From an optimization exercise on the open Yosys and OpenROAD flow, aimed at small area, a short achievable clock period and few clock cycles per item; shortcuts taken in it are not production practice.
Function was checked by simulation only, so behaviour that the tests miss may differ from the original.
Power is estimated from default activity; no workload was simulated.

File: design.v
module harp_rxf (
    input  wire       clk,
    input  wire       rst,         
    input  wire       in_valid,
    input  wire [7:0] in_data,
    output wire       in_ready,
    input  wire       flush,       
    output reg        out_valid,
    input  wire       out_ready,
    output reg  [7:0] out_data,
    output reg        out_last,
    output reg  [2:0] out_kind      
);
    localparam [2:0] K_FRAME    = 3'd0,
                     K_BADLEN   = 3'd1,
                     K_CHECKSUM = 3'd2,
                     K_BADTYPE  = 3'd3,
                     K_BADPTYPE = 3'd4,
                     K_LENMIS   = 3'd5;
    localparam [2:0] S_IDLE  = 3'd0,    
                     S_LEN   = 3'd1,    
                     S_SUM   = 3'd2,    
                     S_CHECK = 3'd3,    
                     S_OUT   = 3'd4,    
                     S_ERR   = 3'd5;    
    reg  [7:0] mem [0:255];
    reg  [7:0] head;
    reg  [7:0] tail;
    reg  [8:0] count;
    reg  [2:0] state;
    reg  [7:0] len_q;         
    reg  [8:0] idx;           
    reg  [7:0] sum;
    reg  [7:0] type_q;
    reg  [7:0] ptype_q;
    reg  [2:0] err_kind;
    reg  [8:0] skip;
    reg        in_garbage;
    reg  [7:0] rd_addr;
    wire [7:0] rd_data = mem[rd_addr];
    always @(*) begin
        if (state == S_LEN)
            rd_addr = head + 8'd1;
        else
            rd_addr = head + idx[7:0];
    end
    assign in_ready = (state == S_IDLE);
    wire [7:0] base_code = ptype_q & 8'hDF;
    wire       arr       = ptype_q[5];
    wire [7:0] n_pay     = len_q - 8'd4;
    reg  [3:0] esz;
    reg        base_ok;
    reg        mult_ok;       
    always @(*) begin
        base_ok = 1'b1;
        case (base_code)
            8'h01, 8'h81:        begin esz = 4'd1; mult_ok = 1'b1;                end
            8'h02, 8'h82:        begin esz = 4'd2; mult_ok = (n_pay[0]   == 1'b0); end
            8'h04, 8'h84, 8'h44: begin esz = 4'd4; mult_ok = (n_pay[1:0] == 2'b0); end
            8'h08, 8'h88:        begin esz = 4'd8; mult_ok = (n_pay[2:0] == 3'b0); end
            8'h10:               begin esz = 4'd6; mult_ok = ((n_pay % 8'd6) == 8'd0); end
            default: begin       esz = 4'd1; mult_ok = 1'b1; base_ok = 1'b0; end
        endcase
    end
    wire type_ok = (type_q == 8'h01) || (type_q == 8'h02) || (type_q == 8'h03) ||
                   (type_q == 8'h09) || (type_q == 8'h0A);
    wire shape_ok = mult_ok && (arr || (n_pay == 8'd0) || (n_pay == {4'd0, esz}));
    wire [8:0] frame_len = {1'b0, len_q} + 9'd2;
    always @(*) begin
        out_valid = 1'b0;
        out_data  = 8'd0;
        out_last  = 1'b0;
        out_kind  = K_FRAME;
        if (state == S_OUT) begin
            out_valid = 1'b1;
            out_data  = rd_data;
            out_last  = (idx == frame_len - 9'd1);
        end else if (state == S_ERR && !in_garbage) begin
            out_valid = 1'b1;
            out_data  = len_q;
            out_last  = 1'b1;
            out_kind  = err_kind;
        end
    end
    always @(posedge clk) begin
        if (in_ready && in_valid && !flush)
            mem[tail] <= in_data;
    end
    always @(posedge clk) begin
        if (rst) begin
            state      <= S_IDLE;
            head       <= 8'd0;
            tail       <= 8'd0;
            count      <= 9'd0;
            in_garbage <= 1'b0;
            len_q      <= 8'd0;
            idx        <= 9'd0;
            sum        <= 8'd0;
            type_q     <= 8'd0;
            ptype_q    <= 8'd0;
            err_kind   <= K_FRAME;
            skip       <= 9'd0;
        end else begin
            case (state)
                S_IDLE: begin
                    if (flush) begin
                        head       <= tail;
                        count      <= 9'd0;
                        in_garbage <= 1'b0;
                    end else if (in_valid) begin
                        tail  <= tail + 8'd1;
                        count <= count + 9'd1;
                        state <= S_LEN;
                    end
                end
                S_LEN: begin
                    if (count < 9'd2) begin
                        state <= S_IDLE;
                    end else begin
                        len_q <= rd_data;
                        if (rd_data < 8'd4 || rd_data == 8'd255) begin
                            err_kind <= K_BADLEN;
                            skip     <= 9'd1;
                            state    <= S_ERR;
                        end else if (count < {1'b0, rd_data} + 9'd2) begin
                            state <= S_IDLE;
                        end else begin
                            idx   <= 9'd0;
                            sum   <= 8'd0;
                            state <= S_SUM;
                        end
                    end
                end
                S_SUM: begin
                    if (idx == 9'd0) type_q  <= rd_data;
                    if (idx == 9'd4) ptype_q <= rd_data;
                    if (idx == {1'b0, len_q} + 9'd1) begin
                        if (rd_data != sum) begin
                            err_kind <= K_CHECKSUM;
                            skip     <= 9'd1;
                            state    <= S_ERR;
                        end else begin
                            state <= S_CHECK;
                        end
                    end else begin
                        sum <= sum + rd_data;
                        idx <= idx + 9'd1;
                    end
                end
                S_CHECK: begin
                    skip <= frame_len;
                    if (!type_ok) begin
                        err_kind <= K_BADTYPE;
                        state    <= S_ERR;
                    end else if (!base_ok) begin
                        err_kind <= K_BADPTYPE;
                        state    <= S_ERR;
                    end else if (!shape_ok) begin
                        err_kind <= K_LENMIS;
                        state    <= S_ERR;
                    end else begin
                        idx   <= 9'd0;
                        state <= S_OUT;
                    end
                end
                S_OUT: begin
                    if (out_ready) begin
                        if (idx == frame_len - 9'd1) begin
                            head       <= head + len_q + 8'd2;
                            count      <= count - frame_len;
                            in_garbage <= 1'b0;
                            state      <= S_LEN;
                        end else begin
                            idx <= idx + 9'd1;
                        end
                    end
                end
                S_ERR: begin
                    if (in_garbage || out_ready) begin
                        in_garbage <= 1'b1;
                        head       <= head + skip[7:0];
                        count      <= count - skip;
                        state      <= S_LEN;
                    end
                end
                default: state <= S_IDLE;
            endcase
        end
    end
endmodule
File: run.sh
#!/bin/bash
# synth_recipe.tcl (not shown) runs the flow's synth.tcl, then flattens the netlist and writes it again
# the make line also repeats each setting of config.mk as NAME=value (left out here)
make -C /OpenROAD-flow-scripts/flow DESIGN_CONFIG=/design/flow/config.mk WORK_HOME=/design/flow/orfs CLKGATE_MAP_FILE= SYNTH_SCRIPT=/design/flow/synth_recipe.tcl finish
File: config.mk
export PLATFORM = sky130hd
export DESIGN_NAME = harp_rxf
export DESIGN_NICKNAME = harp_rxf
export VERILOG_FILES = /design/flow/design.v
export SDC_FILE = /design/flow/constraint.sdc
export NUM_CORES = 4
export LEC_CHECK = 0
export CAP_MARGIN = 20
export CORE_MARGIN = 2
export CORE_UTILIZATION = 40
export SLEW_MARGIN = 20
File: constraint.sdc
create_clock -name core_clock -period 12.0 [get_ports {clk}]
set_input_delay 2.4000 -clock core_clock [delete_from_list [all_inputs] [get_ports {clk}]]
set_output_delay 2.4000 -clock core_clock [all_outputs]
set_load 0.01 [all_outputs]
==> metrics.md <==
| Metric | Value |
|---|---|
| Status | `finished clean` |
| Worst vdd ir | `0.126 mV` |
| Tot GR Track Use | `21.8%` |
| DRT Pass-1 Iters | `6` |
| Post-CTS Hold Buffers | `0` |
| Post-route cell area | `98600 um^2` |
| First-pass GRT wire length | `352000 um` |
| Synthesized area | `88500 um^2` |
| Post-synthesis cell count | `4904` |
| Reg2reg end | `idx[1]` |
| Main synth FF type | `edfxtp_1` |
| Crit path launch type | `flop` |
| Leading area contributor after synthesis | `edfxtp_1` |
| Setup_tns | `0 ps` |
| CTS resizes | `0` |
| Via count | `48329` |
| DPL Wire Length | `153000 um` |
| Period Utilization, post-route | `85.6%` |
| Ranking of synthesized cells by area | `edfxtp_1 (69%), mux4_2 (13%), dfxtp_1 (1.9%)` |
| Share of cells above drive strength 1 | `19.7%` |
| Hold Fails Final Rpt | `0` |
| Worst setup path start | `state[1]` |
| R2r setup slk | `3120 ps` |
| Overall routed net length | `246000 um` |
| Crit-path cells | `or3b_1 -> nand2_1 -> ha_4 -> fa_4 -> a211oi_4 -> or2_4 -> nand2_8 -> mux4_2 -> nor2_1 -> o32ai_1 -> a32oi_2 -> inv_1 -> a22o_1 -> clkdlybuf4s50_1` |
| P per Cell Area | `171 nW/um^2` |
| Most common cell after layout, fill and taps aside | `edfxtp_1` |
| CTS max path bufs | `3` |
| Synth Area per Inst | `18.1 um^2` |
| CTS tree | `yes` |
| Syn_nets | `4992` |
| Crit-path max cell delay | `930 ps` |
| Flops & latches, synth | `2130` |
| Post-route DRC | `0` |
| GPL Wtd Cong | `0.882` |
| Synth-to-layout area growth | `11.4%` |
| Vias/cell | `5.99` |
| Most frequent cells in the layout | `edfxtp_1 (2048), mux4_2 (528), nor2_1 (398)` |
| I/O Buffers | `26` |
| Cts bufs inserted | `210` |
| RSZ-0062 raised after global routing | `no` |
| Die X | `474 um` |
| Peak Freq | `0.0974 GHz` |
| Htree depth | `4` |
| Worst-path maximum fanout | `74` |
| Root buffer cell | `clkbuf_16` |
| Largest net degree at the start of global routing | `110` |
| Slowest cell on crit path | `o32ai_1` |
| CP Class | `reg2out` |
| Req. time, crit path | `9600 ps` |
| Clock latency (worst-skew pair) | `890 ps` |
| Vias in the first global route | `47327` |
| Yosys cell types | `104` |
| Wire length per cell | `30.5 um` |
| Fillers | `18883` |
| Row count | `172` |
| Post-CTS Setup Bufs | `0` |
| Max-cap violations | `0` |
| Final Critical Period | `10270 ps` |
| WL met1 | `101000 um` |
| Placed instance area | `91900 um^2` |
| Final setup viols | `0` |
| Initial Util | `40.3%` |
| Max transition margin | `24.4%` |
| CORE AREA | `220000 um^2` |
| Critical Path AT | `7870 ps` |
| Ports | `27` |
| Post-Route Skew | `72.7 ps` |
| # clock sinks | `2130` |
| P_leak | `0.0300 uW` |
| Final #Nets | `5013` |
| Dpl cells | `7670` |
| FF-to-FF path depth | `23` |
| Sequential-to-total area share from yosys stat | `71.3%` |
| Post-route antenna net violation count | `0` |
| Grt total ovfl | `0` |
| Antenna violations before repair | `9` |
| Ys async rst share | `0%` |
| Type of the most critical hold path | `reg2reg` |
| Reg clk slew, reported paths | `60 ps` |
| Top Layer Used | `met5` |
| Worst Setup End Kind | `primary output` |
| DR WL met3 | `21400 um` |
| Max-slew violation count | `0` |
| Tightest Pin Transition | `1130 ps` |
| Yosys Warn Count | `1` |
| Initial DRC count | `5752` |
| Post-Layout Cell Count | `8062` |
| Met2 wire len | `115000 um` |
| Yosys top cell area share | `69.5%` |
| Total die area | `225000 um^2` |
| Crit path to | `out_data[2]` |
| Reg2reg start | `state[1]` |
| Die height | `474 um` |
| EDFF count, synth | `2048` |
kinds of logic (layout without fill, tap and decap cells):
kind of cell | Yosys count | in the layout | synth area share [%]
AOI/OAI and AO/OA | 567 | 567 | 4.62
and+or+nand+nor | 1085 | 1085 | 5.77
adders and majority gates | 76 | 76 | 1.11
DFF | 2130 | 2130 | 71.3
buffers and inverters | 368 | 566 | 2.13
other | 0 | 2 | 0
xor gates and xnor gates | 76 | 76 | 0.752
muxes | 602 | 602 | 14.3
how the worst min path moves through the flow:
stage            from     end  slack (ps)  depth (start not counted)
3_3_place_gp   sum[0]  sum[0]         470                          2
3_5_place_dp   sum[0]  sum[0]         470                          2
5_1_grt        sum[0]  sum[0]         500                          2
2_1_floorplan  sum[0]  sum[0]         450                          2
4_1_cts        sum[0]  sum[0]         480                          2
6_report       sum[0]  sum[0]         480                          2
cell type report:
cell class | instances | area (um^2) | area share (%)
Multi-Input combinational cell | 2406 | 23700 | 24.0
Sequential cell | 2130 | 63100 | 64.0
Tap cell | 2958 | 3700 | 3.75
Clock buffer | 270 | 5510 | 5.59
Clock inverter | 119 | 1150 | 1.17
Timing Repair Buffer | 128 | 1250 | 1.27
Antenna cell | 2 | 5.00 | 0.00508
Inverter | 49 | 184 | 0.187
where the power goes:
group | leakage, uW | total, uW | internal [uW] | switching [uW]
sequential | 0.0191 | 8170 | 8160 | 17.2
combinational | 0.00775 | 2240 | 862 | 1380
clock | 0.00323 | 6430 | 3560 | 2870
total | 0.0300 | 16800 | 12600 | 4270
synth_stat cells, drive strengths merged (14+ instances only):
cell type	instances
xor2	30
and2	20
nand4	51
nor4	16
o21ai	135
a21o	23
dfxtp	82
nand3	216
nor2	404
mux2	24
a211oi	45
and3	52
xnor2	46
inv	48
ha	70
buf	191
nor2b	19
mux4	528
a21oi	87
a311oi	20
edfxtp	2048
clkbuf	128
a22o	18
a221oi	21
o2111ai	30
nand2	208
a31oi	38
nor3	38
o211ai	18
o22ai	14
mux2i	50
sequential cells by signal, indices dropped and copies added (netlist names), 8 cells and up:
signal,count
sum,8
ptype_q,8
mem,2048
len_q,8
head,8
idx,9
tail,8
skip,9
count,9
type_q,8
metrics by stage:
step	setup WS, ps	hold slack, ps	util, %	total power [uW]
5_1_grt	1580	503	44.8	17300
2_1_floorplan	5370	452	-	9800
3_5_place_dp	2750	474	41.8	10600
3_3_place_gp	2750	467	41.8	10600
4_1_cts	1810	482	44.8	16900
6_report	1730	476	44.8	16800
routing by layer:
metal,GRT usage (%),vias to the layer above
met5,0,-
met4,7.70,12
met3,4.31,443
met2,33.8,2372
met1,30.6,25509
li1,-,19993
critical path: cells and delay by family, from the launching register on:
kind	cells	cell delay, ps
simple gates	5	2050
flops	1	690
compound gates	4	1990
buf+inv	2	830
mux	1	610
fa+ha+maj	2	750
Testbench counts, summed over its fixed seeds: cycles 311,725, bytes 56,077.

==> separate check: timing with driven ports <==
No port has a modelled driver above. Below, the same layout with a new extraction and two added sets of constraints.
Step 1: set_driving_cell puts a clkbuf_16 on clk and a buf_2 on each other input, an assumption about the parent block.
Step 2 adds t to the input delays and takes it off the output delays; t is the mean of the earliest and latest rising clock arrival at the registers after step 1. Input paths then give back, and output paths get back, about the clock's delay inside the block.
Slacks: ideal ports / drivers / drivers and shift; pairs: ideal ports / drivers.
t, ns: 0.943
setup slack, ns: 1.731 / 1.641 / 2.584
cell pins on the clock port's net: 1
After both steps setup and hold are still met in this run. For this run, drivers alone change the setup slack by -0.090 ns; drivers and shift together by +0.853 ns.
